From an optimization exercise on the open Yosys and OpenROAD flow, aimed at small area, a short achievable clock period and few clock cycles per item; shortcuts taken in it are not production practice.
RTL that was checked went through simulation tests only; none was proved equivalent to the original.
Power is estimated from default activity; no workload was simulated.

Design pn532_codec, start of the top module:
module pn532_codec (
    input  wire       clk,
    input  wire       rst,
    input  wire [7:0] in_data,
    input  wire       in_valid,
    output wire       in_ready,
    output wire [7:0] out_data,
    output wire       out_valid,
    output wire       out_last,
    output wire       out_fault,
    input  wire       out_ready
);
clock: 5.0 ns
lec_check: 0
cap_margin: 20
core_margin: 2
core_utilization: 40
setup_slack_margin: 2.0
slew_margin: 20
run.sh (not shown) runs the stock make flow with config.mk's settings and CLKGATE_MAP_FILE= SYNTH_SCRIPT=/design/flow/synth_recipe.tcl, a recipe that flattens the netlist after the stock synthesis.
The baseline produced a clean layout.
Testbench counts at the start, summed over its fixed seeds: cycles 78,497, items 1,920.
Next try:
SETUP_SLACK_MARGIN = 2.5   (was 2.0)
What happened: The new run ran to the end with no violations; die area is unchanged; synthesized area is unchanged; critical path depth fell by 4; wire length rose by about 6%; register-to-register slack is better by 290 ps; clock power rose by about 2%; total power rose by 5.2%; hold slack is worse by 12 ps.


== job 1264 ==
Another version of the RTL of pn532_codec (not shown whole).
Size in the first run: about 44 flip-flops, roughly 24 I/O pins, ~4800 sq um of cells after synthesis.
clock: 5.0 ns
lec_check: 0
cap_margin: 20
core_margin: 2
core_utilization: 40
slew_margin: 20
Input changes introduced in job 9231 (baseline for comparison: job 1264):
- putting SETUP_SLACK_MARGIN at 1.5 where nothing was set
Results
The setup slack of job 9231 is larger than that of job 1264.
| total met2 wirelength after detailed routing | lower: job 9231 |
Job 9231 does better than job 1264 on worst hold slack.
#### Input delta (job 6649 over job 9231)
- changing SETUP_SLACK_MARGIN from 1.5 to 2.5
--- outcome ---
Summary: fmax, job 6649 better than job 9231
In job 6649 relative to job 9231, wire length on met2 had gone up by more than 10%.
Combinational cell fraction of total power, job 6649 and job 9231, higher one = job 6649.
[job 6649 vs job 9231] normalized max-slew margin: higher in job 6649
Per the comparison of job 6649 with job 9231, worst setup slack saw an increase; power spent charging and discharging nets went up; clock network fraction of design power saw a decrease; wire length reported by the detailed router higher.
When job 6649 is set beside job 9231, its global routing met3 resource utilization turns out to be 0.43 points smaller.
Relative to job 6649, the following input files were edited for job 7934:
- a change of SETUP_SLACK_MARGIN from 2.5 to 2.0
### Flow results
- Compared with job 6649, job 7934 shows met2 wire length that has gone down by a little under 10%.
- Between job 6649 and job 7934, global-route wire length before repair decreased.
- Delta (job 7934 minus job 6649): final cell count has decreased; largest driver fanout on the critical path rose 8; part of the power in registers grew by 1.7 points.
No run of this note included a check of the RTL's function; only the layout flow was run.


Another version of the RTL of pn532_codec (not shown whole).
Size in the first run: about 510 cells after synthesis, ~65 flip-flops, ~4700 um^2 of cells after synthesis.
==> flow/config.mk <==
export PLATFORM = sky130hd
export DESIGN_NAME = pn532_codec
export DESIGN_NICKNAME = pn532_codec
export VERILOG_FILES = /design/flow/design.v
export SDC_FILE = /design/flow/constraint.sdc
export NUM_CORES = 4
export LEC_CHECK = 0
export CAP_MARGIN = 20
export CORE_MARGIN = 2
export CORE_UTILIZATION = 40
export SETUP_SLACK_MARGIN = 2.8
export SLEW_MARGIN = 20
==> flow/constraint.sdc <==
create_clock -name core_clock -period 5.0 [get_ports {clk}]
set_input_delay 1.0000 -clock core_clock [delete_from_list [all_inputs] [get_ports {clk}]]
set_output_delay 1.0000 -clock core_clock [all_outputs]
set_load 0.01 [all_outputs]
standard.sh (not shown) runs the stock make flow with config.mk's settings and CLKGATE_MAP_FILE= SYNTH_SCRIPT=/design/flow/synth_recipe.tcl, a recipe that flattens the netlist after the stock synthesis.
==> flow/flow/run.sh <==
#!/bin/bash
set -euo pipefail
export BUFFER_PORTS_ARGS="-buffer_cell sky130_fd_sc_hd__buf_4"
bash standard.sh > standard_flow.log 2>&1
The baseline finished with timing, DRC and antenna clean.
Testbench counts at the start, summed over its fixed seeds: cycles 78,497, items 1,920.
Edit:
Settings changed: SETUP_SLACK_MARGIN 2.8 to 2.0.
Outcome:
- clock skew hardly moves
- global-route usage falls by 2.0 points
- final area is lower by 22%
Edit:
Settings changed: SETUP_SLACK_MARGIN 2.0 to 3.0.
=> Clock-buffer cell count came out higher by 1. Fmax came out higher by 14%. Worst hold slack degrades by 0.015 ns. Synthesized cell count does not change. Power came out higher by 12%. Die area does not change. Combinational power came out higher by 84%.
Edit:
==> flow/flow/run.sh (replaced) <==
#!/bin/bash
set -euo pipefail
export BUFFER_PORTS_ARGS="-buffer_cell sky130_fd_sc_hd__buf_2"
bash standard.sh > standard_flow.log 2>&1
Settings changed: SETUP_SLACK_MARGIN 3.0 to 2.5.
The changed run completed without violations.
Routed wire length decreases by 17%.
Setup slack loses 0.039 ns.
Sequential power hardly moves.
Sequential share of layout area came out higher by 6.7 points.
First-iteration DRC count fell by 38%.
Area after synthesis stays the same.
Register-to-register slack is worse by 0.13 ns.
Global-route usage drops by 3.3 points.


Setup of job 6241:
pn532_codec again, from the RTL that the note above started with.
clock: 5.0 ns
lec_check: 0
cap_margin: 20
core_margin: 2
core_utilization: 40
setup_slack_margin: 2.5
slew_margin: 20
tns_end_percent: 30
==> flow/flow/run.sh <==
#!/bin/bash
set -euo pipefail
export BUFFER_PORTS_ARGS="-buffer_cell sky130_fd_sc_hd__buf_4"
bash standard.sh > standard_flow.log 2>&1
Testbench counts of job 6241, summed over its fixed seeds: cycles 78,497, items 1,920.
## Diff of input files: job 6508 against job 6241
# job 6241
export LEC_CHECK = 0
export CAP_MARGIN = 20
export CORE_MARGIN = 2
export CORE_UTILIZATION = 40
export SETUP_SLACK_MARGIN = 2.5
export SLEW_MARGIN = 20
export TNS_END_PERCENT = 30
create_clock -name core_clock -period 5.0 [get_ports {clk}]
# job 6508
export LEC_CHECK = 0
export CAP_MARGIN = 20
export CORE_MARGIN = 2
export CORE_UTILIZATION = 40
export SETUP_SLACK_MARGIN = 2.45
export SLEW_MARGIN = 20
create_clock -name core_clock -period 5.0 [get_ports {clk}]
==> comparison <==
Of job 6241 and job 6508, the run reporting the higher worst setup slack was job 6241.
Number of antenna-violating nets in the routed design: job 6508 vs job 6241 identical
In the tables for job 6241 and job 6508, number of cells on the worst reg-to-reg path reads higher with job 6241.
Cell count after synthesis came out exactly the same in job 6241 and job 6508.
Comparing job 6241 and job 6508, the lower final HPWL from detailed placement was measured on job 6508.
Relative to job 6241, the fraction of met3 tracks used by global routing of job 6508 is lower by 0.38 points.
Job 6508 ends up with lower global-route usage than job 6241 does.
Here is what was changed in the inputs of job 3685 compared with job 6508.
# job 6508
export LEC_CHECK = 0
export CAP_MARGIN = 20
export CORE_MARGIN = 2
export CORE_UTILIZATION = 40
export SETUP_SLACK_MARGIN = 2.45
export SLEW_MARGIN = 20
create_clock -name core_clock -period 5.0 [get_ports {clk}]
# job 3685
export LEC_CHECK = 0
export CAP_MARGIN = 20
export CORE_MARGIN = 2
export CORE_UTILIZATION = 55
export SETUP_SLACK_MARGIN = 2.5
export SLEW_MARGIN = 20
create_clock -name core_clock -period 5.0 [get_ports {clk}]
[summary]
Job 3685 ran to completion and came out clean on the timing, design-rule and antenna checks. Job 3685 has net switching share of the total power above what job 6508 had. Summary — setup slack, job 3685 relative to job 6508: higher, by 0.0038 ns. Re total of flip-flops plus latches after synthesis: no difference whatsoever between job 6508 and job 3685. Sort job 6508 and job 3685 by global-route wire length before repair desc -> top: job 6508. The fmax on job 6508 is in line with that on job 3685. Job 3685: number of clock buffers in the layout is 1 lower than what job 6508 reported. On cell area, job 3685 does better than job 6508. Job 3685 against job 6508: non-filler instance count after layout -37, cell-internal power has decreased, first-iteration DRC count decreased by 96 relative to the old numbers. Taking job 6508 as the reference point, the final worst hold slack of job 3685 rises by 0.014 ns.

## re-timing with driven ports
The flow's constraints put no driver on any port. The routed layouts listed below were extracted and timed again, unchanged, in two steps. Step 1, drivers: a clkbuf_16 drives clk and a buf_2 each remaining input, both assumed. Step 2 adds t to the input delays and takes it off the output delays; t is the mean of the earliest and latest rising clock arrival at the registers after step 1. Input paths then give back, and output paths get back, about the clock's delay inside the block. a / b / c = ideal ports / drivers / drivers and shift; a / b = the first two.
| run | shift t [ns] | setup slack, ns | worst register clock-pin slew, ns | pins driven straight from the clock port |
|---|---|---|---|---|
| the first run of note 1 | 0.391 | 2.097 / 2.097 / 1.759 | 0.06 / 0.06 | 1 |
| the second run of note 1 | 0.381 | 2.364 / 2.358 / 1.977 | 0.06 / 0.06 | 1 |
| job 1264 | 0.343 | 1.360 / 1.374 / 1.031 | 0.08 / 0.08 | 1 |
| job 9231 | 0.341 | 1.651 / 1.634 / 1.327 | 0.07 / 0.07 | 1 |
| job 6649 | 0.350 | 2.331 / 2.331 / 2.096 | 0.08 / 0.08 | 1 |
| job 7934 | 0.336 | 2.058 / 2.058 / 1.755 | 0.07 / 0.07 | 1 |
| the first run of note 3 | 0.373 | 2.512 / 2.480 / 2.125 | 0.06 / 0.06 | 1 |
| the second run of note 3 | 0.384 | 2.156 / 2.141 / 1.787 | 0.06 / 0.06 | 1 |
| the third run of note 3 | 0.379 | 2.510 / 2.479 / 2.163 | 0.06 / 0.06 | 1 |
| the fourth run of note 3 | 0.372 | 2.471 / 2.440 / 2.141 | 0.06 / 0.06 | 1 |
| job 6241 | 0.374 | 2.471 / 2.440 / 2.130 | 0.06 / 0.06 | 1 |
| job 6508 | 0.380 | 2.467 / 2.428 / 2.111 | 0.06 / 0.06 | 1 |
| job 3685 | 0.389 | 2.471 / 2.440 / 2.127 | 0.08 / 0.08 | 1 |
After both steps setup and hold are still met in every run listed.
